Context: an optimization exercise on an open-source flow, tuned for small area, a short achievable clock period and few clock cycles per item. The choices shown serve that exercise and are no tape-out recipe. In this exercise RTL edits were held to simulation tests only and were not proved equivalent to the original.

[flow/config.mk]
export PLATFORM = sky130hd
export DESIGN_NAME = grids_core
export DESIGN_NICKNAME = grids_core
export VERILOG_FILES = /design/flow/design.v
export SDC_FILE = /design/flow/constraint.sdc
export NUM_CORES = 4
export LEC_CHECK = 0
export CAP_MARGIN = 35
export CORE_MARGIN = 2
export CORE_UTILIZATION = 25
export PLACE_DENSITY = 0.35
export SLEW_MARGIN = 35
export SYNTH_MEMORY_MAX_BITS = 65536
[flow/constraint.sdc]
create_clock -name core_clock -period 30.0 [get_ports {clk}]
set_input_delay 6.0000 -clock core_clock [delete_from_list [all_inputs] [get_ports {clk}]]
set_output_delay 6.0000 -clock core_clock [all_outputs]
set_load 0.01 [all_outputs]
[flow/design.v]
module grids_core (
    input  wire        clk,
    input  wire        rst,         
    input  wire        cmd_valid,
    output wire        cmd_ready,
    input  wire [31:0] cmd,
    output reg  [31:0] resp,
    output wire [7:0]  pattern,
    output reg         fault,
    output reg  [7:0]  cause,
    output reg  [31:0] fault_cmd
);
    localparam [15:0] RND_SEED_RESET = 16'hACE1;
    localparam [15:0] CLK_INIT_BPM   = 16'd120;
    localparam [1:0]  CLK_INIT_RES   = 2'd2;
    localparam [15:0] CLK_BPM_MIN    = 16'd30;
    localparam [15:0] CLK_BPM_MAX    = 16'd480;
    localparam [7:0]  PGR0 = 8'h40, PGR1 = 8'h80, PGR2 = 8'h20;
    localparam [7:0]  PGR3 = 8'hA0, PGR4 = 8'h80, PGR5 = 8'h60;
    localparam [7:0]  PGR6 = 8'h4A;
    localparam [7:0] C_ILLEGAL_OPCODE = 8'd1;
    localparam [7:0] C_RESERVED_FIELD = 8'd2;
    localparam [7:0] C_BAD_REGISTER   = 8'd3;
    localparam [7:0] C_SEED_ZERO      = 8'd4;
    localparam [7:0] C_BAD_RESOLUTION = 8'd5;
    localparam [7:0] C_BPM_RANGE      = 8'd6;
    localparam [7:0] C_BAD_SWING      = 8'd7;
    localparam [7:0] C_BAD_INDEX      = 8'd8;
    function [31:0] clock_increment;
        input [15:0] bpm;
        input [1:0]  res;
        reg   [4:0]  ppqn;
        begin
            case (res)
                2'd0:    ppqn = 5'd4;
                2'd1:    ppqn = 5'd8;
                default: ppqn = 5'd24;
            endcase
            clock_increment = ({16'd0, bpm} * {27'd0, ppqn}) << 12;
        end
    endfunction
    function [7:0] norm_options;
        input [7:0] v;
        begin
            norm_options = {v[7:3], (v[2:0] > 3'd2) ? 3'd2 : v[2:0]};
        end
    endfunction
    function [15:0] galois_step;
        input [15:0] s;
        begin
            galois_step = s[0] ? ((s >> 1) ^ 16'hB400) : (s >> 1);
        end
    endfunction
    function [7:0] u8mix;
        input [7:0] a;
        input [7:0] b;
        input [7:0] w;
        reg   [16:0] t;
        begin
            t = a * (8'd255 - w) + b * w;
            u8mix = t[15:8];
        end
    endfunction
    reg [7:0]  drum_map   [0:2399];
    initial begin
        $readmemh("drum_map.hex", drum_map);
    end
    reg [15:0] rnd_state;
    reg [31:0] clk_phase;
    reg [31:0] clk_inc;
    reg [15:0] clk_bpm;
    reg [7:0]  clk_falling;
    reg        clk_locked;
    reg [7:0]  pg_opt [0:2];
    reg [7:0]  pg_density [0:2];
    reg [7:0]  pg_options;           
    reg [7:0]  pg_state;
    reg [4:0]  pg_step;
    reg [7:0]  pg_pulse;
    reg [7:0]  pg_estep [0:2];
    reg [7:0]  pg_perturb [0:2];
    assign pattern = pg_state;
    localparam [2:0] S_IDLE = 3'd0, S_EXEC = 3'd1, S_DRUM = 3'd2,
                     S_EUC  = 3'd3, S_ADV  = 3'd4;
    reg [2:0]  fsm;
    reg [31:0] cmd_r;
    reg [1:0]  part;         
    reg [1:0]  sub;          
    reg [8:0]  total;        
    reg [7:0]  ma, mb, mc;   
    reg [2:0]  trig, acc, rstb;
    assign cmd_ready = (fsm == S_IDLE);
    wire [7:0] opc = cmd_r[31:24];
    wire [7:0] fb  = cmd_r[23:16];
    wire [15:0] fh = cmd_r[15:0];
    reg [7:0] dec_cause;
    always @(*) begin
        dec_cause = 8'd0;
        case (opc)
            8'h01: begin
                if (fh != 16'd0) dec_cause = C_RESERVED_FIELD;
                else if (!((fb == 8'h10) || (fb >= 8'h20 && fb <= 8'h24) ||
                           (fb >= 8'h30 && fb <= 8'h3F)))
                    dec_cause = C_BAD_REGISTER;
            end
            8'h10, 8'h12, 8'h13,
            8'h20, 8'h22, 8'h24, 8'h25, 8'h26, 8'h27, 8'h28, 8'h29,
            8'h30, 8'h31, 8'h34, 8'h35: begin
                if (cmd_r[23:0] != 24'd0) dec_cause = C_RESERVED_FIELD;
            end
            8'h11: begin
                if (fb != 8'd0) dec_cause = C_RESERVED_FIELD;
                else if (fh == 16'd0) dec_cause = C_SEED_ZERO;
            end
            8'h21: begin
                if (fb > 8'd2) dec_cause = C_BAD_RESOLUTION;
                else if (fh < CLK_BPM_MIN || fh > CLK_BPM_MAX) dec_cause = C_BPM_RANGE;
            end
            8'h23: begin
                if (fh != 16'd0) dec_cause = C_RESERVED_FIELD;
                else if (fb == 8'h80) dec_cause = C_BAD_SWING;
            end
            8'h32: begin
                if (fh != 16'd0) dec_cause = C_RESERVED_FIELD;
            end
            8'h33: begin
                if (fh[15:8] != 8'd0) dec_cause = C_RESERVED_FIELD;
                else if (fb > 8'd6) dec_cause = C_BAD_INDEX;
            end
            default: dec_cause = C_ILLEGAL_OPCODE;
        endcase
    end
    reg [31:0] reg_val;
    always @(*) begin
        case (fb)
            8'h10: reg_val = {16'd0, rnd_state};
            8'h20: reg_val = clk_phase;
            8'h21: reg_val = clk_inc;
            8'h22: reg_val = {16'd0, clk_bpm};
            8'h23: reg_val = {24'd0, clk_falling};
            8'h24: reg_val = {31'd0, clk_locked};
            8'h30: reg_val = {24'd0, pg_opt[0]};
            8'h31: reg_val = {24'd0, pg_opt[1]};
            8'h32: reg_val = {24'd0, pg_opt[2]};
            8'h33: reg_val = {24'd0, pg_density[0]};
            8'h34: reg_val = {24'd0, pg_density[1]};
            8'h35: reg_val = {24'd0, pg_density[2]};
            8'h36: reg_val = {24'd0, pg_options};
            8'h37: reg_val = {24'd0, pg_state};
            8'h38: reg_val = {27'd0, pg_step};
            8'h39: reg_val = {24'd0, pg_pulse};
            8'h3A: reg_val = {24'd0, pg_estep[0]};
            8'h3B: reg_val = {24'd0, pg_estep[1]};
            8'h3C: reg_val = {24'd0, pg_estep[2]};
            8'h3D: reg_val = {24'd0, pg_perturb[0]};
            8'h3E: reg_val = {24'd0, pg_perturb[1]};
            8'h3F: reg_val = {24'd0, pg_perturb[2]};
            default: reg_val = 32'd0;
        endcase
    end
    wire [7:0]  swing_top = 8'd128 + fb;               
    wire [31:0] wrap_point = {swing_top, 24'd0};
    wire [7:0] dx = pg_opt[0];
    wire [7:0] dy = pg_opt[1];
    wire [2:0] di = {1'b0, dx[7:6]} + {2'b0, sub[0]};
    wire [2:0] dj = {1'b0, dy[7:6]} + {2'b0, sub[1]};
    wire [4:0] dmap = di * 3'd5 + dj;
    wire [6:0] doff = {part, pg_step};
    wire [11:0] daddr = dmap * 7'd96 + doff;
    wire [7:0] drom = drum_map[daddr];
    wire [7:0] xw = {dx[5:0], 2'b00};
    wire [7:0] yw = {dy[5:0], 2'b00};
    wire [7:0] dlevel = u8mix(u8mix(ma, mb, xw), u8mix(mc, drom, xw), yw);
    wire [8:0] dsum = {1'b0, dlevel} + {1'b0, pg_perturb[part]};
    wire [7:0] dlev_sat = dsum[8] ? 8'd255 : dsum[7:0];
    wire [7:0] dthresh = 8'd255 - pg_density[part];
    wire       dtrig = dlev_sat > dthresh;
    wire       dacc  = dtrig && (dlev_sat > 8'd192);
    wire [5:0]  elen = {1'b0, pg_opt[part][7:3]} + 6'd1;
    wire [4:0]  edens = pg_density[part][7:3];
    wire [7:0]  ek = pg_estep[part] % {2'b0, elen};
    wire [9:0]  eprod = ek[4:0] * edens;
    wire [9:0]  erem = eprod % {4'd0, elen};
    wire        etrig = erem < {5'd0, edens};
    wire [15:0] rnd_next = galois_step(rnd_state);
    wire [7:0]  perturb_draw = ({8'd0, rnd_next[15:8]} * {8'd0, 2'b00, pg_opt[2][7:2]}) >> 8;
    integer i;
    always @(posedge clk) begin
        if (rst) begin
            fsm         <= S_IDLE;
            fault       <= 1'b0;
            cause       <= 8'd0;
            fault_cmd   <= 32'd0;
            resp        <= 32'd0;
            rnd_state   <= RND_SEED_RESET;
            clk_bpm     <= CLK_INIT_BPM;
            clk_inc     <= clock_increment(CLK_INIT_BPM, CLK_INIT_RES);
            clk_phase   <= 32'd0;
            clk_falling <= 8'h40;
            clk_locked  <= 1'b0;
            pg_opt[0] <= PGR0; pg_opt[1] <= PGR1; pg_opt[2] <= PGR2;
            pg_density[0] <= PGR3; pg_density[1] <= PGR4; pg_density[2] <= PGR5;
            pg_options  <= norm_options(PGR6);
            pg_step     <= 5'd0;
            pg_pulse    <= 8'd0;
            pg_state    <= 8'd0;
            for (i = 0; i < 3; i = i + 1) begin
                pg_estep[i]   <= 8'd0;
                pg_perturb[i] <= 8'd0;
            end
        end else begin
            case (fsm)
                S_IDLE: begin
                    if (cmd_valid) begin
                        cmd_r <= cmd;
                        fsm   <= S_EXEC;
                    end
                end
                S_EXEC: begin
                    fsm <= S_IDLE;
                    if (fault) begin
                    end else if (dec_cause != 8'd0) begin
                        fault     <= 1'b1;
                        cause     <= dec_cause;
                        fault_cmd <= cmd_r;
                    end else begin
                        case (opc)
                            8'h01: resp <= reg_val;
                            8'h10: rnd_state <= rnd_next;
                            8'h11: rnd_state <= fh;
                            8'h12: resp <= {16'd0, rnd_state};
                            8'h13: resp <= {24'd0, rnd_state[15:8]};
                            8'h20: begin
                                clk_bpm     <= CLK_INIT_BPM;
                                clk_inc     <= clock_increment(CLK_INIT_BPM, CLK_INIT_RES);
                                clk_phase   <= 32'd0;
                                clk_falling <= 8'h40;
                                clk_locked  <= 1'b0;
                            end
                            8'h21: begin
                                clk_bpm <= fh;
                                clk_inc <= clock_increment(fh, fb[1:0]);
                            end
                            8'h22: clk_phase <= clk_phase + clk_inc;
                            8'h23: begin
                                if (fb == 8'd0) begin
                                    clk_phase[31] <= 1'b0;
                                    clk_falling   <= 8'h40;
                                end else begin
                                    if (clk_phase >= wrap_point)
                                        clk_phase <= clk_phase - wrap_point;
                                    clk_falling <= {1'b0, swing_top[7:1]};
                                end
                            end
                            8'h24: clk_phase <= 32'd0;
                            8'h25: clk_locked <= 1'b1;
                            8'h26: clk_locked <= 1'b0;
                            8'h27: resp <= {31'd0, clk_phase < clk_inc};
                            8'h28: resp <= {31'd0, clk_phase[31:24] >= clk_falling};
                            8'h29: resp <= {31'd0, clk_locked};
                            8'h30: begin
                                pg_opt[0] <= PGR0; pg_opt[1] <= PGR1; pg_opt[2] <= PGR2;
                                pg_density[0] <= PGR3; pg_density[1] <= PGR4;
                                pg_density[2] <= PGR5;
                                pg_options <= norm_options(PGR6);
                                pg_step    <= 5'd0;
                                pg_pulse   <= 8'd0;
                                pg_state   <= 8'd0;
                                for (i = 0; i < 3; i = i + 1) begin
                                    pg_estep[i]   <= 8'd0;
                                    pg_perturb[i] <= 8'd0;
                                end
                            end
                            8'h31: begin
                                pg_step  <= 5'd0;
                                pg_pulse <= 8'd0;
                                for (i = 0; i < 3; i = i + 1)
                                    pg_estep[i] <= 8'd0;
                            end
                            8'h32: begin
                                rnd_state   <= rnd_next;
                                pg_state[6] <= ~pg_state[6];
                                pg_state[7] <= rnd_next[15];
                                total <= {1'b0, pg_pulse} + {1'b0, fb};
                                part  <= 2'd0;
                                sub   <= 2'd0;
                                if (pg_pulse != 8'd0) begin
                                    fsm <= S_ADV;
                                end else if (pg_options[6]) begin
                                    if (pg_step == 5'd0)
                                        for (i = 0; i < 3; i = i + 1)
                                            pg_perturb[i] <= perturb_draw;
                                    fsm <= S_DRUM;
                                end else if (!pg_step[0]) begin
                                    fsm <= S_EUC;
                                end else begin
                                    fsm <= S_ADV;
                                end
                            end
                            8'h33: begin
                                if (fb <= 8'd2)      pg_opt[fb[1:0]] <= fh[7:0];
                                else if (fb <= 8'd5) pg_density[fb[1:0] - 2'd3] <= fh[7:0];
                                else                 pg_options <= norm_options(fh[7:0]);
                            end
                            8'h34: resp <= {24'd0, pg_state};
                            8'h35: resp <= {27'd0, pg_step};
                            default: ;
                        endcase
                    end
                end
                S_DRUM: begin
                    case (sub)
                        2'd0: ma <= drom;
                        2'd1: mb <= drom;
                        2'd2: mc <= drom;
                        default: begin
                            trig[part] <= dtrig;
                            acc[part]  <= dacc;
                        end
                    endcase
                    sub <= sub + 2'd1;
                    if (sub == 2'd3) begin
                        part <= part + 2'd1;
                        if (part == 2'd2) begin
                            pg_state[2:0] <= {dtrig, trig[1:0]};
                            if (!pg_options[5]) begin
                                pg_state[5:3] <= {dacc, acc[1:0]};
                            end else begin
                                pg_state[3] <= dacc | (|acc[1:0]);
                                pg_state[4] <= 1'b0;
                                pg_state[5] <= (pg_step == 5'd0);
                            end
                            fsm <= S_ADV;
                        end
                    end
                end
                S_EUC: begin
                    pg_estep[part] <= ek;
                    trig[part] <= etrig;
                    rstb[part] <= (ek == 8'd0);
                    part <= part + 2'd1;
                    if (part == 2'd2) begin
                        pg_state[2:0] <= {etrig, trig[1:0]};
                        if (!pg_options[5]) begin
                            pg_state[5:3] <= {ek == 8'd0, rstb[1:0]};
                        end else begin
                            pg_state[3] <= 1'b0;
                            pg_state[4] <= 1'b0;
                            pg_state[5] <= (ek == 8'd0) && (rstb[1:0] == 2'b11);
                        end
                        fsm <= S_ADV;
                    end
                end
                S_ADV: begin
                    if (total >= 9'd3) begin
                        total <= total - 9'd3;
                        if (!pg_step[0])
                            for (i = 0; i < 3; i = i + 1)
                                pg_estep[i] <= pg_estep[i] + 8'd1;
                        pg_step <= pg_step + 5'd1;
                    end else begin
                        pg_pulse <= total[7:0];
                        fsm <= S_IDLE;
                    end
                end
                default: fsm <= S_IDLE;
            endcase
        end
    end
endmodule
[flow/drum_map.hex]
f4
2e
60
43
9e
3f
5e
20
f2
3c
90
5b
8c
42
5f
5a
f1
2d
62
35
a1
5a
6d
48
ea
4e
58
43
9f
1f
70
55
89
4b
46
17
99
27
5d
5d
dd
4b
b5
2f
6c
2b
8c
68
86
27
a9
36
6d
8c
82
44
d3
70
41
4a
7a
71
ab
7c
d5
69
5f
6d
a5
ab
ab
5e
ea
79
83
6b
6f
13
25
76
50
43
23
c1
e0
21
20
b3
bc
96
52
70
c9
43
a1
bb
e1
28
62
3f
bc
52
6b
43
f7
46
91
31
b9
36
5f
46
dc
38
54
57
bd
4a
76
28
cf
3e
54
36
91
5a
7d
29
f5
26
4c
55
78
39
3b
14
a1
3b
88
1e
a1
46
b2
7d
e1
2d
51
5a
5a
84
3c
2d
89
75
8e
4d
8a
84
8d
5a
a8
2a
6e
bf
db
67
86
85
be
49
c0
43
bd
44
3d
1f
b2
54
c9
54
87
b5
57
be
c6
34
89
2e
9a
48
86
c9
ff
5a
6c
31
c4
46
85
3c
e9
38
92
39
a4
33
7e
3b
e3
4a
71
56
9e
5b
60
35
ed
44
55
22
bc
3e
5c
3d
ee
2e
6c
1a
95
8b
81
51
ec
37
68
8c
bf
6f
62
7f
9d
7e
59
53
bb
3a
84
4c
de
64
6f
5d
79
64
61
14
cf
88
b9
86
92
7f
af
80
df
84
63
43
cb
86
d7
35
6b
6e
92
90
c0
22
56
23
80
0c
2f
28
dc
bb
c8
6a
ce
1f
8f
43
96
56
5f
55
cb
2c
66
5c
b0
34
6f
43
c7
3d
8a
5c
a5
48
5d
38
c6
3c
6b
31
c2
44
80
5b
f7
16
4b
3a
b4
91
92
2a
c3
72
79
4c
8a
1c
82
84
c1
4d
65
76
d5
23
3d
34
d4
71
87
4e
8b
86
89
3e
91
51
b1
41
2d
1e
3b
6e
93
b8
62
28
3e
c7
4a
19
3f
21
72
75
6e
94
b1
7f
ae
6a
3b
1d
75
0a
7a
7e
d2
50
5d
1e
96
3d
6b
56
df
3b
5e
44
bf
33
63
28
ca
2c
71
52
b3
49
5f
3c
db
3e
69
4b
c6
27
5b
4d
95
14
8c
8a
99
3f
54
31
aa
21
60
32
c6
40
74
1e
cf
50
9a
16
6a
31
4d
79
ef
50
7a
73
84
5c
6a
6d
b4
93
90
6d
d4
b4
80
6d
a2
75
32
70
3c
34
aa
a7
f6
79
a1
80
b8
79
80
71
96
1c
21
8b
8a
62
34
61
cd
48
68
2d
a4
33
5b
4c
e7
41
8d
5b
b2
2a
8c
34
ee
30
78
23
ac
5a
58
4a
f0
25
60
5c
aa
21
5d
5c
cb
5a
53
5e
88
8a
a9
7b
a5
78
40
93
b7
4f
9d
63
cb
38
9c
87
c0
5a
96
2e
b4
34
6c
21
a8
5c
67
33
7e
1c
8a
c8
ab
ae
96
9a
4f
c7
cb
1c
6c
3c
50
7f
54
46
95
6f
84
7f
56
16
fe
31
d9
70
c2
32
8b
32
c0
20
83
5a
a4
34
61
3f
e5
56
85
4c
ac
52
5d
30
f6
23
71
39
b1
34
7a
2c
c5
4b
63
4d
8f
2b
7b
54
9e
1c
45
89
c5
65
76
1d
b6
2a
3e
43
a2
3d
61
65
bb
3c
8d
1e
99
91
7d
69
a7
52
82
2b
bc
79
66
25
b4
bb
d6
50
da
ba
52
53
62
7c
22
66
75
0d
8f
7d
9f
94
84
c1
39
95
cc
4c
6d
37
57
49
c2
28
95
10
ec
32
7e
4f
b6
39
6f
39
db
55
58
40
8e
25
87
28
e3
20
6f
3e
a4
51
77
2d
dd
4a
84
48
98
40
64
3e
92
8f
85
60
94
44
9f
29
e4
6c
7d
14
c9
7f
a4
39
a0
8e
93
2f
bb
4b
66
3c
cb
5d
60
65
82
27
49
57
9e
7c
29
43
46
c7
49
77
e0
a3
ad
4e
ba
55
7f
c1
60
34
a3
72
3c
a8
37
72
68
7c
53
95
31
32
29
16
d6
58
6d
35
be
3c
76
45
ca
58
57
21
bb
1e
7d
25
f8
40
83
5b
a7
2b
81
57
f9
3c
54
37
a6
5a
8c
24
aa
67
37
35
b9
1b
88
34
b1
72
a1
5d
71
87
4a
74
81
63
51
8d
69
7a
b5
3d
a5
8b
a8
24
bf
5b
76
5d
41
6e
3a
61
d5
c2
52
64
4f
0a
62
52
e4
42
b4
a7
5a
31
68
c1
33
a6
ac
a6
f6
8c
41
52
35
3e
9c
66
fd
2d
61
37
9d
37
6a
2c
f5
39
55
59
94
37
70
31
f5
5d
7e
3c
9c
3c
8a
32
dd
3a
66
45
9c
32
65
4f
ea
58
80
5f
79
5f
94
52
a2
70
4e
70
5f
4b
b6
28
e0
6f
6c
8d
67
14
4e
7f
b9
8e
80
3b
b8
87
4f
4b
62
1f
7e
64
ad
9a
43
37
f6
7f
37
2f
96
82
47
4f
93
19
cb
ae
84
7e
82
44
9c
b8
59
bd
73
3a
44
5b
e5
4b
6c
3f
b4
24
7b
39
de
52
63
53
bc
2a
53
56
de
52
74
48
a5
3e
83
4b
c9
20
8c
5b
9b
43
5f
4b
d8
16
83
30
96
83
a9
18
ba
19
a9
21
d6
3f
4d
6a
c1
65
87
81
79
8c
95
15
8a
1a
8b
7f
b0
21
39
36
48
9e
6b
0d
34
3b
b1
0d
9a
0f
62
64
39
42
8b
95
53
3c
80
b4
d5
1d
4e
2c
e0
8c
cf
15
93
13
77
14
cf
4a
61
37
a7
3d
5d
35
c7
3c
54
38
94
30
56
5d
f5
38
77
2c
a4
2c
60
2a
c0
46
57
23
c6
46
6f
21
f6
54
64
7c
d6
7b
a9
18
fe
22
55
45
99
55
74
4e
aa
7b
46
40
63
56
6d
15
9c
65
6e
44
6a
1d
98
30
ba
b8
39
9a
91
55
b3
c7
c2
88
59
af
31
31
98
18
5e
28
7d
92
cc
31
a8
7c
49
57
5b
58
38
79
4d
6f
fe
46
90
48
97
3d
80
2b
f1
53
7a
32
bf
43
6e
52
fa
29
57
50
bb
3e
91
59
c4
47
5a
47
be
36
84
5a
c8
47
48
18
7c
3b
79
67
f1
3f
77
2f
6e
83
8d
68
9c
62
4e
1c
69
66
3b
91
f5
21
4c
5c
ac
6d
4f
4e
fc
bb
1c
47
a8
16
20
41
b3
b9
52
0d
e5
3d
43
76
bc
28
38
c7
cf
a9
a4
91
5c
66
b1
83
8a
98
58
0a
f3
59
8d
5d
a6
5c
58
24
df
2f
67
2b
9e
1e
8b
3e
f1
40
68
20
8c
30
8a
23
d7
3d
67
32
a6
4d
53
42
d3
22
52
57
cc
37
7d
19
99
24
b2
34
98
3c
7d
4d
9e
51
41
69
d0
31
63
1e
96
83
49
1e
b9
86
44
23
54
34
4a
54
e1
2b
4c
1a
73
30
83
7e
7b
55
22
4d
b1
8e
a8
4f
84
b2
da
8a
60
47
89
55
6f
5f
71
83
f0
5b
68
20
b6
56
55
2b
d3
2b
6c
4e
94
3b
5f
2b
db
57
7a
43
b9
3b
7b
51
fa
42
8f
4c
a0
44
8b
22
9b
1b
a6
8e
89
64
99
42
f7
84
aa
27
5b
74
a7
8f
b2
7a
46
7c
5a
2a
49
51
86
3f
8a
5b
d5
5d
59
45
4a
34
3a
7d
e1
82
4d
6f
c9
ba
62
3e
d8
64
cb
7c
45
25
83
6a
52
3a
5d
84
5a
4a
d7
4c
4d
7c
6e
78
f7
28
75
3b
a9
24
6a
49
cf
21
5c
43
c3
54
5d
22
fb
46
61
26
a4
58
57
2e
f0
30
66
42
8d
56
60
43
a3
64
69
90
79
35
b0
76
92
14
84
5c
7b
1f
71
43
dc
92
7e
28
cd
45
51
3c
c7
88
b2
6a
c4
65
73
47
e3
45
21
82
4e
49
ba
9f
fa
65
25
8b
e2
5b
95
5e
fc
bc
be
16
9e
b0
86
9d
50
bb
53
25
8a
1c
23
c7
cb
5a
86
57
a1
3f
89
48
d5
2b
89
36
8c
22
76
2f
d2
29
6e
31
b0
43
91
44
fb
21
7b
3b
8f
3c
83
31
f0
32
3e
32
60
1e
a8
49
eb
87
62
29
bd
32
3d
7d
a1
4d
8f
42
6b
76
5f
74
de
93
65
1c
cb
93
77
3d
a5
b8
35
21
4e
2e
aa
c7
4d
41
c2
65
40
26
d5
15
9c
62
cf
8f
4e
81
69
34
48
68
b2
60
ca
af
29
0d
ed
4a
6b
1f
c0
23
64
34
e6
23
84
51
92
1f
5c
5b
e2
59
74
4f
bd
35
59
5b
dd
2e
63
22
89
31
67
34
85
38
4a
47
80
93
63
4f
89
93
6b
5f
63
1f
70
51
85
5f
9d
1d
7a
32
56
8e
ce
14
48
47
ac
59
46
3b
55
5b
ae
97
87
20
b0
45
47
9a
2f
48
d8
74
a1
7c
ae
23
2e
15
88
5b
9d
27
4a
61
aa
b9
b6
a1
53
aa
df
52
77
3d
a8
49
6d
54
c6
22
60
3c
b6
47
82
2f
ed
31
83
2a
ae
29
62
40
d8
32
6e
22
9d
2f
7e
58
e7
2b
af
24
9e
88
46
1c
ee
6a
40
54
b2
5c
6f
53
8b
7b
4a
8e
bd
6b
9b
1c
9c
3f
7d
3f
ac
2d
47
55
ba
3a
40
21
a0
0d
a5
b8
ee
3e
22
b3
d0
73
90
31
74
4f
8e
a5
33
2d
38
93
5a
31
70
2e
b2
a1
78
7b
e4
4c
7d
5a
bb
2c
56
34
f5
44
6e
23
9b
52
59
37
f6
4a
6f
2c
a6
57
5e
3b
ed
47
6f
24
ac
2f
78
26
9a
3f
94
1c
7e
72
b5
44
9f
41
87
5c
6f
5d
9c
17
b8
56
3c
68
78
17
92
33
cb
47
ab
57
90
82
5d
1f
5a
a4
a1
bf
3e
a1
5e
be
c9
3c
d1
a3
8d
11
77
15
b7
73
a7
7c
73
a4
8f
16
7e
28
3b
bf
65
9d
6f
5e
fc
53
8e
21
9b
44
91
1e
f6
21
81
2f
a2
3a
54
3c
fe
3e
89
3e
c5
3a
7e
56
e0
47
77
52
99
2c
89
27
a1
28
9a
83
65
44
94
5b
9f
4b
64
4a
5c
14
5b
31
90
23
97
80
6f
29
9f
67
e0
61
73
64
9b
4c
6b
2c
bc
67
88
ae
87
4c
70
73
9d
22
32
97
76
bc
2c
43
bb
1c
af
1b
30
2e
ba
4f
bc
94
42
a8
34
83
ce
70
ec
40
7c
3c
ab
4c
8f
5b
ca
54
6b
4a
ae
3a
64
47
c7
28
63
4b
af
4d
76
5c
f1
4c
59
57
c5
1f
63
27
81
19
67
2e
95
72
47
74
f3
3d
79
72
bf
77
92
34
96
18
7d
29
66
16
a6
4d
df
40
7c
39
90
7f
56
92
63
91
2a
6d
60
7c
b2
b8
71
3d
bc
4e
31
22
46
19
87
5b
1b
bd
8e
3a
8d
9b
5a
43
ba
68
87
40
a9
10
f3
2e
59
55
8b
3f
84
36
f5
37
7e
1e
a0
4c
7c
24
d4
21
8f
3d
c4
48
77
56
e3
30
67
5b
93
43
77
2e
be
47
9e
71
d4
71
b1
25
9e
4b
6c
29
5b
78
a3
36
ce
67
95
38
a1
50
8b
77
cb
1a
67
2a
b5
90
83
64
d8
b1
7e
78
31
5e
39
28
4a
1c
62
43
e3
70
99
77
e2
bb
a2
a2
75
b5
9f
59
df
41
59
7c
41
84
97
1d
d5
36
77
55
9e
55
61
38
f7
24
8b
56
9b
29
8d
5b
e6
43
5f
3d
a8
27
73
4f
f7
4d
72
4a
a5
52
77
48
db
66
64
1f
65
33
38
81
a5
29
60
42
74
8d
74
4a
be
44
80
80
64
4d
b1
7a
a9
21
5a
8c
cd
71
54
35
a0
54
3a
8e
60
a0
5d
63
ee
0c
1d
37
b3
15
3d
ba
51
0a
39
46
4a
0d
c6
66
d1
1f
d4
a3
8a
7b
6f
b3
d3
32
69
27
87
4a
57
2b
d3
35
65
5b
c0
4c
89
38
bf
29
65
36
bc
23
5b
50
f1
3c
8e
4d
9c
45
56
3d
dc
2a
5b
8c
8c
2e
3e
1c
8c
8a
7a
92
ce
2a
67
84
e8
65
64
55
73
80
7e
6a
fc
8a
78
33
9c
18
ad
1b
81
88
53
6e
91
70
32
c7
e4
5c
23
a6
c6
7f
87
40
58
19
97
2a
73
71
d7
21
f5
29
23
9b
48
14
c6
72
[flow/run.sh]
#!/bin/bash
# synth_recipe.tcl (not shown) runs the flow's synth.tcl, then flattens the netlist and writes it again
# the make line also repeats each setting of config.mk as NAME=value (left out here)
make -C /OpenROAD-flow-scripts/flow DESIGN_CONFIG=/design/flow/config.mk WORK_HOME=/design/flow/orfs CLKGATE_MAP_FILE= SYNTH_SCRIPT=/design/flow/synth_recipe.tcl finish
==> impl_metrics.toml, run 1 <==
[floorplan]
dieArea_um2 = 221700
die_w_um = 470.9
core_um2 = 217000
rows = 171
ios = 117
initial_core_util_pct = 25.12
die_h_um = 470.9

[placement]
gp_congestion = 1.168
io_buffers = 112
dp_hpwl_um = 365300

[logic_synthesis]
ys.flop_type = "dfxtp_1"
synth_mux_area_share_pct = 5.299
yosys.cell_types.count = 120
synth_compound_area_share_pct = 25.64
synth_edf_count = 168
synthAdderAreaFrac_pct = 20.88
synthXorXnorAreaFrac_pct = 2.845
syn_area_um2 = 54500
async_flop_share_pct = 0
synth_top_family_by_area = "compound AO/OA/AOI/OAI gates"
netlist_instances = 7259
ys_ff_latch = 353
ys_seq_area_share_pct = 16.05
ys_warn_count = 2
syn_avg_cell_area_um2 = 7.508
synth-simple-area-share_pct = 21.78

[sta]
finClkSkew_ns = 0.09872
max_slew_margin_pct = 19.26
setup_viol = 0
period_share_pct = 93.18
drv_slew = 0
hold_viol = 0
period_minus_slack_ns = 27.95
worst_pin_slew_ns = 1.207
fmax_mhz = 35.77

[final_layout]
layout-drive-gt1-share_pct = 13.91
fillers = 23928
final_core_util_pct = 29.74
area_growth_pct = 18.38
fin_nets = 8214

[setup_path]
start_kind = "flip-flop"
end_kind = "flip-flop"
worstPathArrival_ns = 28.50
crit_type = "reg2reg"
crit_top_cell = "ha_1"
crit_fanout = 8
timing.reg2reg.worst_path_depth = 146
max_stage_delay_ns = 0.60
r2r_setup_slack_ns = 2.05
worstPathRequired_ns = 30.54
crit_buf_inv = 16
worstReg2RegEnd = "trig[1]"
crit_family = "compound AO/OA/AOI/OAI gates"
critPathSlowestCell = "fa_1"

[clock_tree]
clkLatencyLatePin_ns = 0.70
tritoncts = "built"
clkSinkCount = 353
clkSlewWorstSetupHoldPaths_ns = 0.06
clk_path_buf_depth = 3
numCtsBuffers = 47
h-tree-depth = 2
clockRootBuffer = "clkbuf_16"

[min_path]
hp-class = "reg2reg"
min_to = "fault_cmd[3]"
worstHoldPathCells = 2
holdCritStartpoint = "fault_cmd[3]"

[routing]
avgRoutedWirePerCell_um = 46.14
drt_iter0_markers = 10379
drtPass1Iterations = 9
dr_total_vias = 67534
drtAntennaViolNets = 0
viasPerCell = 6.471
drc = 0
finalWirelength_um = 481600

[grt]
antenna_found_initial = 123
grt_pass1_wl_um = 627000
grt.total_usage_pct = 42.11
grt_pass1_vias = 62855
grt_max_degree = 130
gr-total-overflow = 0

[job]
maxCapViolations = 0

[run_status]
status = "finished clean"
worst max path at each step:
stage	from	end	slack, ns	cells after the start
floorplan	pg_opt[2][3]	trig[0]	0.43	157
global placement	flip-flop	trig[1]	0.27	149
detailed placement	flip-flop	trig[1]	-0.0009	149
CTS	flip-flop	trig[1]	0.02	149
global route	pg_opt[2][3]	trig[1]	-0.06	153
finish	flip-flop	trig[1]	2.05	146
registers in the layout (all words and copies together), names as in the netlist, 16 cells and up, named ones only:
name	flops
resp	32
fault_cmd	32
clk_phase	18
pg_estep	32
rnd_state	16
clk_bpm	16
cmd_r	32
clk_inc	18
pg_opt	29
pg_density	32
worst reg2reg max path, delay by kind of cell (launching register included):
kind,cells,cell delay (ns)
flip-flops,1,0.37
AO/OA/AOI/OAI,68,10.84
buffers and inverters,16,1.97
AND/OR/NAND/NOR,33,4.91
adder cells (fa/ha/maj),22,7.18
multiplexers,7,2.51
placed cells by master (no fill, tap or decap), types with 52 or more instances in the layout:
cell type        instances
a31oi_1                103
buf_4                  494
nand3_1                152
mux4_2                  91
nor3_1                 242
dfxtp_1                179
a311oi_1                52
nand2_1                853
ha_1                   443
o22ai_1                 94
nor2_1                 707
nand2b_1               112
o21ai_0                414
o21a_1                  57
clkdlybuf4s50_1        111
xnor2_1                120
and2_1                 124
fa_1                   277
o21bai_1                55
nor2b_1                 97
o21ai_1                 60
diode_2                107
a21oi_1                498
edfxtp_1               168
a22oi_1                 70
o211ai_1                98
inv_1                  541
nor2_2                  54
a211oi_1                82
cell families after synthesis:
family,count (synthesis)
and+or+nand+nor,2616
AOI/OAI and AO/OA,2134
buffers and inverters,1067
adders and majority gates,742
DFF,353
xor gates and xnor gates,177
muxes,169
other,1
routing by layer:
layer | track usage [%] | vias up | share of wire, %
met4 | 33.53 | 56 | 9.6
li1 | - | 26539 | -
met1 | 49.99 | 34000 | 39
met2 | 58.24 | 5243 | 40
met3 | 18.83 | 1696 | 12
met5 | 0.8003 | - | 0.12
through the flow:
stage                     setup slack, ns  setup TNS [ns]  area, um2  instances  hold WS [ns]
final                               2.045               0      64520      10437        0.4617
after global routing             -0.06467        -0.09393      64300      10350        0.4780
after CTS                         0.01682               0      63520      10289        0.4527
after detailed placement       -0.0009415      -0.0009415      61800      10201        0.4444
after global placement             0.2693               0      61400      10195        0.4405
after floorplan                    0.4329               0      54560       7275        0.4287
Yosys cell counts (49+ instances only):
master	instances	share of area, %
mux4_2	91	3.8
nand2_1	872	6.0
nand2b_1	114	1.3
o21bai_1	57	0.79
o311ai_0	57	0.92
clkbuf_1	409	2.8
dfxtp_1	185	6.8
nor2b_1	101	1.2
nor2_1	776	5.3
and2_1	125	1.4
o31ai_1	49	0.67
edfxtp_1	168	9.3
o21a_1	57	0.79
a31oi_1	106	1.2
a22oi_1	70	0.96
xnor2_1	126	2.0
a311oi_1	54	0.87
o21ai_0	481	4.4
inv_1	544	3.7
a21oi_1	519	4.8
fa_1	279	10
ha_1	463	11
o211ai_1	98	1.3
a21o_1	49	0.67
buf_1	92	0.63
o22ai_1	96	1.1
nor3_1	254	2.3
nand3_1	155	1.4
xor2_1	51	0.82
a211oi_1	85	1.2
layout make-up:
type | count | area (um2) | area share, %
Clock buffer | 58 | 1287 | 1.996
Timing Repair Buffer | 631 | 5259 | 8.151
Antenna cell | 107 | 267.8 | 0.4150
Inverter | 547 | 2066 | 3.202
Sequential cell | 353 | 8763 | 13.58
Clock inverter | 30 | 417.9 | 0.6477
Multi-Input combinational cell | 5857 | 42880 | 66.47
Tap cell | 2854 | 3571 | 5.535
repair_timing:
| action | in CTS | in global routing |
|---|---|---|
| hold buffers | 0 | 0 |
| buffers inserted | 0 | 29 |
| gates resized for setup | 3 | 86 |
| gates cloned | 0 | 2 |
| pin swaps | 0 | 34 |
| endpoints found under the hold margin | 0 | 0 |
| endpoints found under the setup margin | 3 | 3 |
Testbench counts, summed over its fixed seeds: cycles 29,063, commands 12,000.
==> inputs of run 2 (changes only) <==
==> flow/design.v (replaced) <==
module grids_core (
    input  wire        clk,
    input  wire        rst,         
    input  wire        cmd_valid,
    output wire        cmd_ready,
    input  wire [31:0] cmd,
    output reg  [31:0] resp,
    output wire [7:0]  pattern,
    output wire        fault,
    output wire [7:0]  cause,
    output reg  [31:0] fault_cmd
);
    reg [7:0] drum_map [0:2399];
    initial begin
        $readmemh("drum_map.hex", drum_map);
    end
    function [15:0] u8mix;
        input [7:0] a;
        input [7:0] b;
        input [5:0] w6;
        reg [8:0]  dl;          
        reg [13:0] p;
        reg [17:0] t;
        begin
            dl = {1'b0, b} - {1'b0, a};
            p  = dl[7:0] * w6;
            t  = {2'b00, a, 8'd0} - {10'd0, a} + {2'b00, p, 2'b00} -
                 (dl[8] ? {2'b00, w6, 10'd0} : 18'd0);
            u8mix = t[15:0];
        end
    endfunction
    function [7:0] inc8;
        input [7:0] x;
        begin
            inc8 = x ^ {&x[6:0], &x[5:0], &x[4:0], &x[3:0], &x[2:0], &x[1:0], x[0], 1'b1};
        end
    endfunction
    function [5:0] csub;
        input [5:0] x;
        input [5:0] L;
        reg   [6:0] t;
        begin
            t = {1'b0, x} - {1'b0, L};
            csub = t[6] ? x : t[5:0];
        end
    endfunction
    function [9:0] estep_bit;
        input [4:0] k;
        input [4:0] r;
        input       b;
        input       dbl;
        input [5:0] L;
        input [4:0] d;
        input       big;
        reg [5:0] kk, rr, rs;
        begin
            kk = csub(dbl ? {k, b} : {1'b0, k} + 6'd1, L);
            rr = dbl ? csub({r, 1'b0}, L) : {1'b0, r};
            rs = csub(rr + ((b && !big) ? {1'b0, d} : 6'd0), L);
            estep_bit = {kk[4:0], rs[4:0]};
        end
    endfunction
    reg [15:0] rnd;
    reg [31:0] phase;
    reg [8:0]  bpm;             
    reg [1:0]  res;             
    reg [6:0]  falling;         
    reg        locked;
    reg [7:0]  opt0, opt1, opt2;
    reg [7:0]  den0, den1, den2;
    reg [7:3]  opth;            
    reg [1:0]  ores;            
    reg [7:0]  st;              
    reg [4:0]  step;
    reg [1:0]  pulse;
    reg [7:0]  es0, es1, es2;   
    reg [5:0]  pert;            
    reg        flt;
    reg [3:0]  cse;
    assign pattern = st;
    assign fault   = flt;
    assign cause   = {4'd0, cse};
    wire [10:0] bpm3 = {2'b00, bpm} + {1'b0, bpm, 1'b0};
    wire [31:0] inc = (res == 2'd0) ? {9'd0, bpm, 14'd0} :
                      (res == 2'd1) ? {8'd0, bpm, 15'd0} :
                                      {6'd0, bpm3, 15'd0};
    wire [7:0]  opc = cmd[31:24];
    wire [7:0]  fb  = cmd[23:16];
    wire [15:0] fh  = cmd[15:0];
    wire zB  = (fb == 8'd0);
    wire zH  = (fh == 16'd0);
    wire zHh = (fh[15:8] == 8'd0);
    wire zN  = zB && zH;
    wire reg_ok = (fb == 8'h10) || (fb[7:3] == 5'b00100 && fb[2:0] <= 3'd4) ||
                  (fb[7:4] == 4'h3);
    wire bpm_ok = (fh >= 16'd30) && (fh <= 16'd480);
    wire l_read  = (opc == 8'h01) && zH && reg_ok;
    wire l_rupd  = (opc == 8'h10) && zN;
    wire l_rseed = (opc == 8'h11) && zB && !zH;
    wire l_rst   = (opc == 8'h12) && zN;
    wire l_rbyte = (opc == 8'h13) && zN;
    wire l_cinit = (opc == 8'h20) && zN;
    wire l_cupd  = (opc == 8'h21) && (fb <= 8'd2) && bpm_ok;
    wire l_ctick = (opc == 8'h22) && zN;
    wire l_cwrap = (opc == 8'h23) && zH && (fb != 8'h80);
    wire l_creset = (opc == 8'h24) && zN;
    wire l_clock = (opc == 8'h25) && zN;
    wire l_cunl  = (opc == 8'h26) && zN;
    wire l_crise = (opc == 8'h27) && zN;
    wire l_cfall = (opc == 8'h28) && zN;
    wire l_clkd  = (opc == 8'h29) && zN;
    wire l_pinit = (opc == 8'h30) && zN;
    wire l_preset = (opc == 8'h31) && zN;
    wire l_ptick = (opc == 8'h32) && zH;
    wire l_pset  = (opc == 8'h33) && zHh && (fb <= 8'd6);
    wire l_pstate = (opc == 8'h34) && zN;
    wire l_pstep = (opc == 8'h35) && zN;
    wire l_any = l_read | l_rupd | l_rseed | l_rst | l_rbyte | l_cinit | l_cupd |
                 l_ctick | l_cwrap | l_creset | l_clock | l_cunl | l_crise |
                 l_cfall | l_clkd | l_pinit | l_preset | l_ptick | l_pset |
                 l_pstate | l_pstep;
    reg [3:0] dc;
    always @(*) begin
        case (opc)
            8'h01:   dc = !zH ? 4'd2 : 4'd3;
            8'h10, 8'h12, 8'h13,
            8'h20, 8'h22, 8'h24, 8'h25, 8'h26, 8'h27, 8'h28, 8'h29,
            8'h30, 8'h31, 8'h34, 8'h35: dc = 4'd2;
            8'h11:   dc = !zB ? 4'd2 : 4'd4;
            8'h21:   dc = (fb > 8'd2) ? 4'd5 : 4'd6;
            8'h23:   dc = !zH ? 4'd2 : 4'd7;
            8'h32:   dc = 4'd2;
            8'h33:   dc = !zHh ? 4'd2 : 4'd8;
            default: dc = 4'd1;
        endcase
    end
    reg        busy;            
    reg        tdone;           
    reg [7:0]  pn;              
    assign cmd_ready = ~busy;
    wire live  = cmd_valid & ~busy & ~flt;
    wire raise = live & ~l_any;
    reg [31:0] reg_val;
    always @(*) begin
        case (fb)
            8'h10: reg_val = {16'd0, rnd};
            8'h20: reg_val = phase;
            8'h21: reg_val = inc;
            8'h22: reg_val = {23'd0, bpm};
            8'h23: reg_val = {25'd0, falling};
            8'h24: reg_val = {31'd0, locked};
            8'h30: reg_val = {24'd0, opt0};
            8'h31: reg_val = {24'd0, opt1};
            8'h32: reg_val = {24'd0, opt2};
            8'h33: reg_val = {24'd0, den0};
            8'h34: reg_val = {24'd0, den1};
            8'h35: reg_val = {24'd0, den2};
            8'h36: reg_val = {24'd0, opth, 1'b0, ores};
            8'h37: reg_val = {24'd0, st};
            8'h38: reg_val = {27'd0, step};
            8'h39: reg_val = {30'd0, pulse};
            8'h3A: reg_val = {24'd0, es0};
            8'h3B: reg_val = {24'd0, es1};
            8'h3C: reg_val = {24'd0, es2};
            default: reg_val = {26'd0, pert};    
        endcase
    end
    wire [15:0] rnd_next = rnd[0] ? ((rnd >> 1) ^ 16'hB400) : (rnd >> 1);
    wire [7:0] swing_top = {~fb[7], fb[6:0]};
    wire [8:0] wrap_dif  = {1'b0, phase[31:24]} - {1'b0, swing_top};
    wire       wrap_ge   = !wrap_dif[8];
    reg [3:0]  dcnt;
    reg        drun, dvalid, ddirty;
    reg [4:0]  lstep;
    reg [7:0]  rq, ma, m1, m2;
    reg [7:0]  lv0, lv1, lv2;
    wire [4:0] tgt_step = (pulse == 2'd0) ? step : step + 5'd1;
    wire       drestart = ddirty || (lstep != tgt_step);
    wire [2:0]  di = {1'b0, opt0[7:6]} + {2'b0, dcnt[0]};
    wire [2:0]  dj = {1'b0, opt1[7:6]} + {2'b0, dcnt[1]};
    wire [4:0]  dmap = di * 3'd5 + dj;
    wire [11:0] daddr = dmap * 7'd96 + {dcnt[3:2], lstep};
    wire [7:0]  drom = drum_map[daddr];
    wire       ymix = (dcnt[1:0] == 2'd1) && (dcnt[3:2] != 2'd0);
    wire [7:0] mx_a = !drun ? 8'd0 : ymix ? m1 : ma;
    wire [7:0] mx_b = !drun ? rnd_next[15:8] : ymix ? m2 : rq;
    wire [5:0] mx_w = !drun ? opt2[7:2] : ymix ? opt1[5:0] : opt0[5:0];
    wire [15:0] mxt = u8mix(mx_a, mx_b, mx_w);
    wire [7:0] mx   = mxt[15:8];
    reg  [5:0] drawr;
    reg        drawv;
    reg [2:0]  ebit;
    reg [1:0]  epart;
    reg        eact;            
    reg        ehr;             
    reg [2:0]  ev, ep;
    reg [4:0]  k0, k1, k2, r0, r1, r2;
    wire       evalid = &ev;
    wire [5:0] L0 = {1'b0, opt0[7:3]} + 6'd1;
    wire [5:0] L1 = {1'b0, opt1[7:3]} + 6'd1;
    wire [5:0] L2 = {1'b0, opt2[7:3]} + 6'd1;
    wire [4:0] d0 = den0[7:3], d1 = den1[7:3], d2 = den2[7:3];
    wire       big0 = {1'b0, d0} >= L0;
    wire       big1 = {1'b0, d1} >= L1;
    wire       big2 = {1'b0, d2} >= L2;
    wire [1:0] ipart = ep[0] ? 2'd0 : ep[1] ? 2'd1 : 2'd2;    
    wire       e_inc = !eact && (ep != 3'b000);
    wire [1:0] esel = eact ? epart : ipart;
    wire [2:0] ebi  = 3'd7 - ebit;
    wire [7:0] e_es = (esel == 2'd0) ? es0 : (esel == 2'd1) ? es1 : es2;
    wire       e_b  = e_inc || e_es[ebi];
    wire [5:0] e_L  = (esel == 2'd0) ? L0 : (esel == 2'd1) ? L1 : L2;
    wire [4:0] e_d  = (esel == 2'd0) ? d0 : (esel == 2'd1) ? d1 : d2;
    wire       e_bg = (esel == 2'd0) ? big0 : (esel == 2'd1) ? big1 : big2;
    wire       e_z  = eact && (ebit == 3'd0);
    wire [4:0] e_k  = e_z ? 5'd0 : (esel == 2'd0) ? k0 : (esel == 2'd1) ? k1 : k2;
    wire [4:0] e_r  = e_z ? 5'd0 : (esel == 2'd0) ? r0 : (esel == 2'd1) ? r1 : r2;
    wire [9:0] en   = estep_bit(e_k, e_r, e_b, !e_inc, e_L, e_d, e_bg);
    wire drums   = opth[6];
    wire oclk    = opth[5];
    wire evaln   = (pulse == 2'd0) && (drums || !step[0]);
    wire step0   = (step == 5'd0);
    wire dready  = dvalid && (lstep == step) && (!step0 || drawv);
    wire erdy    = drums ? dready : evalid;
    wire eval_ok = !evaln || erdy;
    wire ok_tick   = live && l_ptick;
    wire fast_n    = (fb[7:2] == 6'd0);
    wire tick_now  = ok_tick && fast_n && eval_ok;
    wire tick_hold = ok_tick && !(fast_n && eval_ok);
    wire tick_first = tick_now || (busy && !tdone && eval_ok);    
    wire tick_go   = tick_now || (busy && (tdone || eval_ok));    
    wire pn_big    = (pn[7:2] != 6'd0);
    wire [1:0] chunk = busy ? (pn_big ? 2'd3 : pn[1:0]) : fb[1:0];
    reg        adv;
    reg  [1:0] npulse;
    always @(*) begin
        case ({pulse, chunk})
            4'b00_00: {adv, npulse} = 3'b0_00;
            4'b00_01: {adv, npulse} = 3'b0_01;
            4'b00_10: {adv, npulse} = 3'b0_10;
            4'b00_11: {adv, npulse} = 3'b1_00;
            4'b01_00: {adv, npulse} = 3'b0_01;
            4'b01_01: {adv, npulse} = 3'b0_10;
            4'b01_10: {adv, npulse} = 3'b1_00;
            4'b01_11: {adv, npulse} = 3'b1_01;
            4'b10_00: {adv, npulse} = 3'b0_10;
            4'b10_01: {adv, npulse} = 3'b1_00;
            4'b10_10: {adv, npulse} = 3'b1_01;
            4'b10_11: {adv, npulse} = 3'b1_10;
            default:  {adv, npulse} = 3'b0_00;    
        endcase
    end
    wire       einc = adv && !step[0];
    wire [5:0]  pe     = step0 ? drawr : pert;
    wire [8:0]  s0 = {1'b0, lv0} + {3'd0, pe};
    wire [8:0]  s1 = {1'b0, lv1} + {3'd0, pe};
    wire [8:0]  s2 = {1'b0, lv2} + {3'd0, pe};
    wire [7:0]  l0 = s0[8] ? 8'd255 : s0[7:0];
    wire [7:0]  l1 = s1[8] ? 8'd255 : s1[7:0];
    wire [7:0]  l2 = s2[8] ? 8'd255 : s2[7:0];
    wire [8:0]  c0 = {1'b0, l0} + {1'b0, den0};
    wire [8:0]  c1 = {1'b0, l1} + {1'b0, den1};
    wire [8:0]  c2 = {1'b0, l2} + {1'b0, den2};
    wire [2:0]  dtrig = {c2[8], c1[8], c0[8]};
    wire [2:0]  dacc  = dtrig & {l2 > 8'd192, l1 > 8'd192, l0 > 8'd192};
    wire [5:0]  dst   = oclk ? {step0, 1'b0, |dacc, dtrig} : {dacc, dtrig};
    wire [2:0]  etrig = {big2 || (r2 < d2), big1 || (r1 < d1), big0 || (r0 < d0)};
    wire [2:0]  erst  = {k2 == 5'd0, k1 == 5'd0, k0 == 5'd0};
    wire [5:0]  est   = oclk ? {&erst, 2'b00, etrig} : {erst, etrig};
    wire do_drum = tick_first && evaln && drums;
    wire do_euc  = tick_first && evaln && !drums;
    wire [7:0] es0i = inc8(es0), es1i = inc8(es1), es2i = inc8(es2);
    wire [7:0] k0i = inc8({3'd0, k0}), k1i = inc8({3'd0, k1}), k2i = inc8({3'd0, k2});
    wire [7:0] es0n = do_euc ? (einc ? k0i : {3'd0, k0}) : (einc ? es0i : es0);
    wire [7:0] es1n = do_euc ? (einc ? k1i : {3'd0, k1}) : (einc ? es1i : es1);
    wire [7:0] es2n = do_euc ? (einc ? k2i : {3'd0, k2}) : (einc ? es2i : es2);
    wire [7:0] step_i8 = inc8({3'd0, step});
    wire [4:0] step_i = step_i8[4:0];
    wire ok_pset  = live && l_pset;
    wire ok_pinit = live && l_pinit;
    wire d_void = ok_pinit || (ok_pset && (fb == 8'd0 || fb == 8'd1));
    wire e_void = ok_pinit || (live && l_preset);
    wire e_step = tick_go && einc;     
    wire [2:0] e_vset = {ok_pset && (fb == 8'd2 || fb == 8'd5),
                         ok_pset && (fb == 8'd1 || fb == 8'd4),
                         ok_pset && (fb == 8'd0 || fb == 8'd3)};
    wire [2:0] e_vmask = e_void ? 3'b111 : e_vset;
    wire       e_hit = eact && (e_vmask[epart] || e_step);
    always @(posedge clk) begin
        if (rst) begin
            flt       <= 1'b0;
            cse       <= 4'd0;
            fault_cmd <= 32'd0;
        end else if (raise) begin
            flt       <= 1'b1;
            cse       <= dc;
            fault_cmd <= cmd;
        end
    end
    reg [31:0] resp_d;
    always @(*) begin
        case (opc[3:0])
            4'h1:    resp_d = reg_val;                                
            4'h2:    resp_d = {16'd0, rnd};                           
            4'h3:    resp_d = {24'd0, rnd[15:8]};                     
            4'h7:    resp_d = {31'd0, phase < inc};                   
            4'h8:    resp_d = {31'd0, phase[31:24] >= {1'b0, falling}};   
            4'h9:    resp_d = {31'd0, locked};                        
            4'h4:    resp_d = {24'd0, st};                            
            default: resp_d = {27'd0, step};                          
        endcase
    end
    wire resp_en = live && (l_read | l_rst | l_rbyte | l_crise | l_cfall | l_clkd |
                            l_pstate | l_pstep);
    always @(posedge clk) begin
        if (rst) resp <= 32'd0;
        else if (resp_en) resp <= resp_d;
    end
    always @(posedge clk) begin
        if (rst) rnd <= 16'hACE1;
        else if (live && l_rseed) rnd <= fh;
        else if ((live && l_rupd) || tick_first) rnd <= rnd_next;
    end
    always @(posedge clk) begin
        if (rst || (live && (l_cinit || l_creset))) phase <= 32'd0;
        else if (live && l_ctick) phase <= phase + inc;
        else if (live && l_cwrap) begin
            if (zB) phase[31] <= 1'b0;
            else if (wrap_ge) phase[31:24] <= wrap_dif[7:0];
        end
    end
    always @(posedge clk) begin
        if (rst || (live && l_cinit)) begin
            bpm <= 9'd120;
            res <= 2'd2;
        end else if (live && l_cupd) begin
            bpm <= fh[8:0];
            res <= fb[1:0];
        end
    end
    always @(posedge clk) begin
        if (rst || (live && l_cinit)) falling <= 7'h40;
        else if (live && l_cwrap) falling <= zB ? 7'h40 : swing_top[7:1];
    end
    always @(posedge clk) begin
        if (rst || (live && (l_cinit || l_cunl))) locked <= 1'b0;
        else if (live && l_clock) locked <= 1'b1;
    end
    always @(posedge clk) begin
        if (rst || ok_pinit) begin
            opt0 <= 8'h40; opt1 <= 8'h80; opt2 <= 8'h20;
            den0 <= 8'hA0; den1 <= 8'h80; den2 <= 8'h60;
            opth <= 5'b01001; ores <= 2'd2;
        end else if (ok_pset) begin
            case (fb[2:0])
                3'd0: opt0 <= fh[7:0];
                3'd1: opt1 <= fh[7:0];
                3'd2: opt2 <= fh[7:0];
                3'd3: den0 <= fh[7:0];
                3'd4: den1 <= fh[7:0];
                3'd5: den2 <= fh[7:0];
                default: begin
                    opth <= fh[7:3];
                    ores <= (fh[2:0] > 3'd2) ? 2'd2 : fh[1:0];
                end
            endcase
        end
    end
    always @(posedge clk) begin
        if (rst || ok_pinit) begin
            st   <= 8'd0;
            pert <= 6'd0;
        end else if (tick_first) begin
            st[6]  <= ~st[6];
            st[7]  <= rnd_next[15];
            if (do_drum) begin
                if (step0) pert <= drawr;
                st[5:0] <= dst;
            end else if (do_euc) begin
                st[5:0] <= est;
            end
        end
    end
    always @(posedge clk) begin
        if (rst || ok_pinit || (live && l_preset)) begin
            step  <= 5'd0;
            pulse <= 2'd0;
            es0 <= 8'd0; es1 <= 8'd0; es2 <= 8'd0;
        end else if (tick_go) begin
            es0   <= es0n;
            es1   <= es1n;
            es2   <= es2n;
            if (adv) step <= step_i;
            pulse <= npulse;
        end
    end
    always @(posedge clk) begin
        if (!drun) drawr <= mxt[15:10];
    end
    always @(posedge clk) begin
        if (rst) drawv <= 1'b0;
        else drawv <= !drun && !(live && (l_rupd || l_rseed || ok_pinit ||
                                          (ok_pset && fb == 8'd2))) && !tick_first;
    end
    always @(posedge clk) begin
        if (rst) begin
            busy <= 1'b0;
        end else if (tick_hold) begin
            busy  <= 1'b1;
            tdone <= 1'b0;
            pn    <= fb;
        end else if (busy && tick_go) begin
            tdone <= 1'b1;
            pn    <= pn - {6'd0, chunk};
            if (!pn_big) busy <= 1'b0;
        end
    end
    always @(posedge clk) begin
        if (rst) begin
            dvalid <= 1'b0;
            ddirty <= 1'b1;
            drun   <= 1'b0;
        end else begin
            if (drestart) begin
                drun  <= 1'b1;
                dcnt  <= 4'd0;
                lstep <= tgt_step;
            end else if (drun) begin
                dcnt <= dcnt + 4'd1;
                rq   <= drom;
                if (dcnt[0]) ma <= rq;
                if (dcnt[1:0] == 2'd2) m1 <= mx;
                if (dcnt[1:0] == 2'd0 && dcnt[3:2] != 2'd0) m2 <= mx;
                if (ymix) begin
                    case (dcnt[3:2])
                        2'd1: lv0 <= mx;
                        2'd2: lv1 <= mx;
                        default: lv2 <= mx;
                    endcase
                end
                if (dcnt == 4'd13) drun <= 1'b0;
            end
            if (d_void) begin
                dvalid <= 1'b0;
                ddirty <= 1'b1;
            end else if (drestart) begin
                dvalid <= 1'b0;
                ddirty <= 1'b0;
            end else if (drun && dcnt == 4'd13) begin
                dvalid <= 1'b1;
            end
        end
    end
    wire       e_done = eact && !e_hit && !ehr && (ebit == 3'd7);
    wire [2:0] e_fin  = e_done ? (3'b001 << epart) : 3'b000;       
    wire [2:0] e_app  = e_inc ? (3'b001 << ipart) : 3'b000;        
    wire [2:0] e_now  = ev | e_fin | e_app;           
    wire [2:0] e_one  = ep & ~e_app;                  
    always @(posedge clk) begin
        if (rst) begin
            ev   <= 3'b000;
            ep   <= 3'b000;
            eact <= 1'b0;
            ehr  <= 1'b0;
        end else begin
            ehr <= e_hit;
            if (eact || e_inc) begin
                case (esel)
                    2'd0: {k0, r0} <= en;
                    2'd1: {k1, r1} <= en;
                    default: {k2, r2} <= en;
                endcase
            end
            if (eact) begin
                ebit <= ehr ? 3'd0 : ebit + 3'd1;
                if (!ehr && ebit == 3'd7) eact <= 1'b0;
            end else if (ep == 3'b000 && (ev | ep) != 3'b111) begin
                eact  <= 1'b1;
                ebit  <= 3'd0;
                epart <= !ev[0] ? 2'd0 : !ev[1] ? 2'd1 : 2'd2;
            end
            ev <= (e_step ? 3'b000 : e_now) & ~e_vmask;
            ep <= (e_step ? e_now : e_one) & ~e_vmask;
        end
    end
endmodule
==> flow/flow/run.sh (new file) <==
#!/bin/bash
# The standard layout (standard.sh), except that ABC's area script
# (ABC_AREA is 1 in config.mk) runs a deeper area optimization (&deepsyn)
# before mapping. Everything else, including the synthesis script and the
# registers it makes, is the standard flow's.
set -euo pipefail
rm -rf scripts_abc
cp -r "$FLOW_HOME/scripts" scripts_abc
cp flow/abc_area.script scripts_abc/abc_area.script
status=0
bash standard.sh SCRIPTS_DIR="$PWD/scripts_abc" finish > flow_make.log 2>&1 || status=$?
tail -n 40 flow_make.log
exit $status
==> flow/flow/abc_area.script (new file) <==
strash
&get -n
&deepsyn -T 240
&put
dch -f
map -a
topo
stime -c
buffer -c
upsize -c
dnsize -c
==> flow/standard.sh (new file) <==
#!/bin/bash
# synth_recipe.tcl (not shown) runs the flow's synth.tcl, then flattens the netlist and writes it again
# the make line also repeats each setting of config.mk as NAME=value (left out here)
make -C /OpenROAD-flow-scripts/flow DESIGN_CONFIG=/design/flow/config.mk WORK_HOME=/design/flow/orfs CLKGATE_MAP_FILE= SYNTH_SCRIPT=/design/flow/synth_recipe.tcl "${@:-finish}"
--- a/flow/config.mk
+++ b/flow/config.mk
@@ -5,6 +5,7 @@
 export SDC_FILE = /design/flow/constraint.sdc
 export NUM_CORES = 4
 export LEC_CHECK = 0
+export ABC_AREA = 1
 export CAP_MARGIN = 35
 export CORE_MARGIN = 2
 export CORE_UTILIZATION = 25
removed: flow/run.sh
==> run 2 against run 1 <==
Synthesized cell count decreased by 18%. The flow now stops in global routing. Area after synthesis decreased by 29%.
==> impl_metrics.toml, run 2 <==
[floorplan]
die_w_um = 396.5
ios = 117
initial_core_util_pct = 25.08
die_h_um = 396.5
rows = 144

[clock_tree]
clkSinkCount = 350
clockRootBuffer = "clkbuf_16"
h-tree-depth = 2
clk_path_buf_depth = 3
cts_setup_buffers = 0
cts_hold_buf = 0
cts.repair.resized = 0
numCtsBuffers = 36

[logic_synthesis]
async_flop_share_pct = 0
synth_top_area_share_pct = 12.22
syn_avg_cell_area_um2 = 6.468
synth_area_leaders = "dfxtp_1 12%, nor2_1 9.8%, ha_1 9.0%, edfxtp_1 9.0%, inv_1 8.9%"
synth_common_cells = "1008 x nor2_1, 911 x inv_1, 673 x nand2_1"
yosys.cell_types.count = 75
ys_warn_count = 1
synth_top_cell_by_area = "dfxtp_1"
ys_seq_area_share_pct = 21.19
netlist_instances = 5953
syn_area_um2 = 38500
ys_ff_latch = 350
yosysMostFrequentCell = "nor2_1"
ys.flop_type = "dfxtp_1"
synth_edf_count = 115

[run_status]
status = "stopped before the end"
lastStage = "global routing"
error = "[ERROR GRT-0116] Global routing finished with congestion. Check the congestion regions in the DRC Viewer."

[placement]
placed_area_um2 = 44430
io_buffers = 112
place_inst = 8226
gp_congestion = 1.415
dp_hpwl_um = 375900

[grt]
grt_pass1_wl_um = 784300
grt_max_degree = 81
grt_pass1_vias = 66850
gr-total-overflow = 599
grt.total_usage_pct = 73.36
[run 2: cell types whose count changed after synthesis, moves of 91 or more]
cell,delta
inv_1,+367
clkbuf_1,-240
fa_1,-232
nor2_1,+232
nand2_1,-199
ha_1,-185
nor3_1,-136
and2_1,-123
nand2b_1,-114
a21oi_1,-104
nor2b_1,-101
xnor2_1,-101
mux4_2,-91
[run 2: layer usage]
metal	GRT overflow	track usage [%]
met1	3	74.17
met2	299	87.00
met3	21	62.36
met4	276	68.22
met5	0	34.70
[run 2: logic make-up after synthesis]
kind of cell / count (synthesis) / synth area share [%]
other cells: 1 / 0.009739
buf+inv: 1186 / 11.67
mux: 1 / 0.02600
fa+ha+maj: 325 / 11.48
flops: 350 / 21.19
xor+xnor: 89 / 2.024
compound gates: 1859 / 30.67
simple gates: 2142 / 22.94
[run 2: through the flow]
| step | setup slack, ns | util (%) |
|---|---|---|
| after floorplan | 21.60 | - |
| after global placement | 19.51 | 28.77 |
| after detailed placement | 19.47 | 28.94 |
| after CTS | 20.06 | 29.79 |
[run 2: worst max path at each step]
stage	start	to	slack, ns	cells after the start
2_1_floorplan	cmd[25]	ep[2]	21.60	20
3_3_place_gp	cmd[18]	fault_cmd[25]	19.51	12
3_5_place_dp	cmd[24]	fault_cmd[19]	19.47	15
4_1_cts	cmd[24]	fault_cmd[19]	20.06	15
Testbench counts of run 2, summed over its fixed seeds: cycles 12,876, commands 12,000.

-- separate check: timing with driven ports --
No port has a modelled driver above. Below, the same layout with a new extraction and two added sets of constraints. Step 1 sets driving cells, clkbuf_16 on the clock port and buf_2 on the other inputs (assumed; they add their load-dependent delay and slew). Step 2 times the ports against the registers' clock, not the clock port: input delays grow and output delays shrink by t, the midpoint of the rising clock arrivals with the driver on. Three values: ideal, step 1, step 2; two values: the first two.
run: run 1
shift t [ns]: 0.744
slack for setup (ns): 2.045 / 2.045 / 2.045
hold WS [ns]: 0.462 / 0.462 / 0.462
slew at the worst register clock pin (ns): 0.07 / 0.07
worst slew at a driven data input, ns: 0.09
After both steps setup and hold are still met in run 1. For run 1, drivers alone change the setup slack by 0.000 ns; drivers and shift together by 0.000 ns.
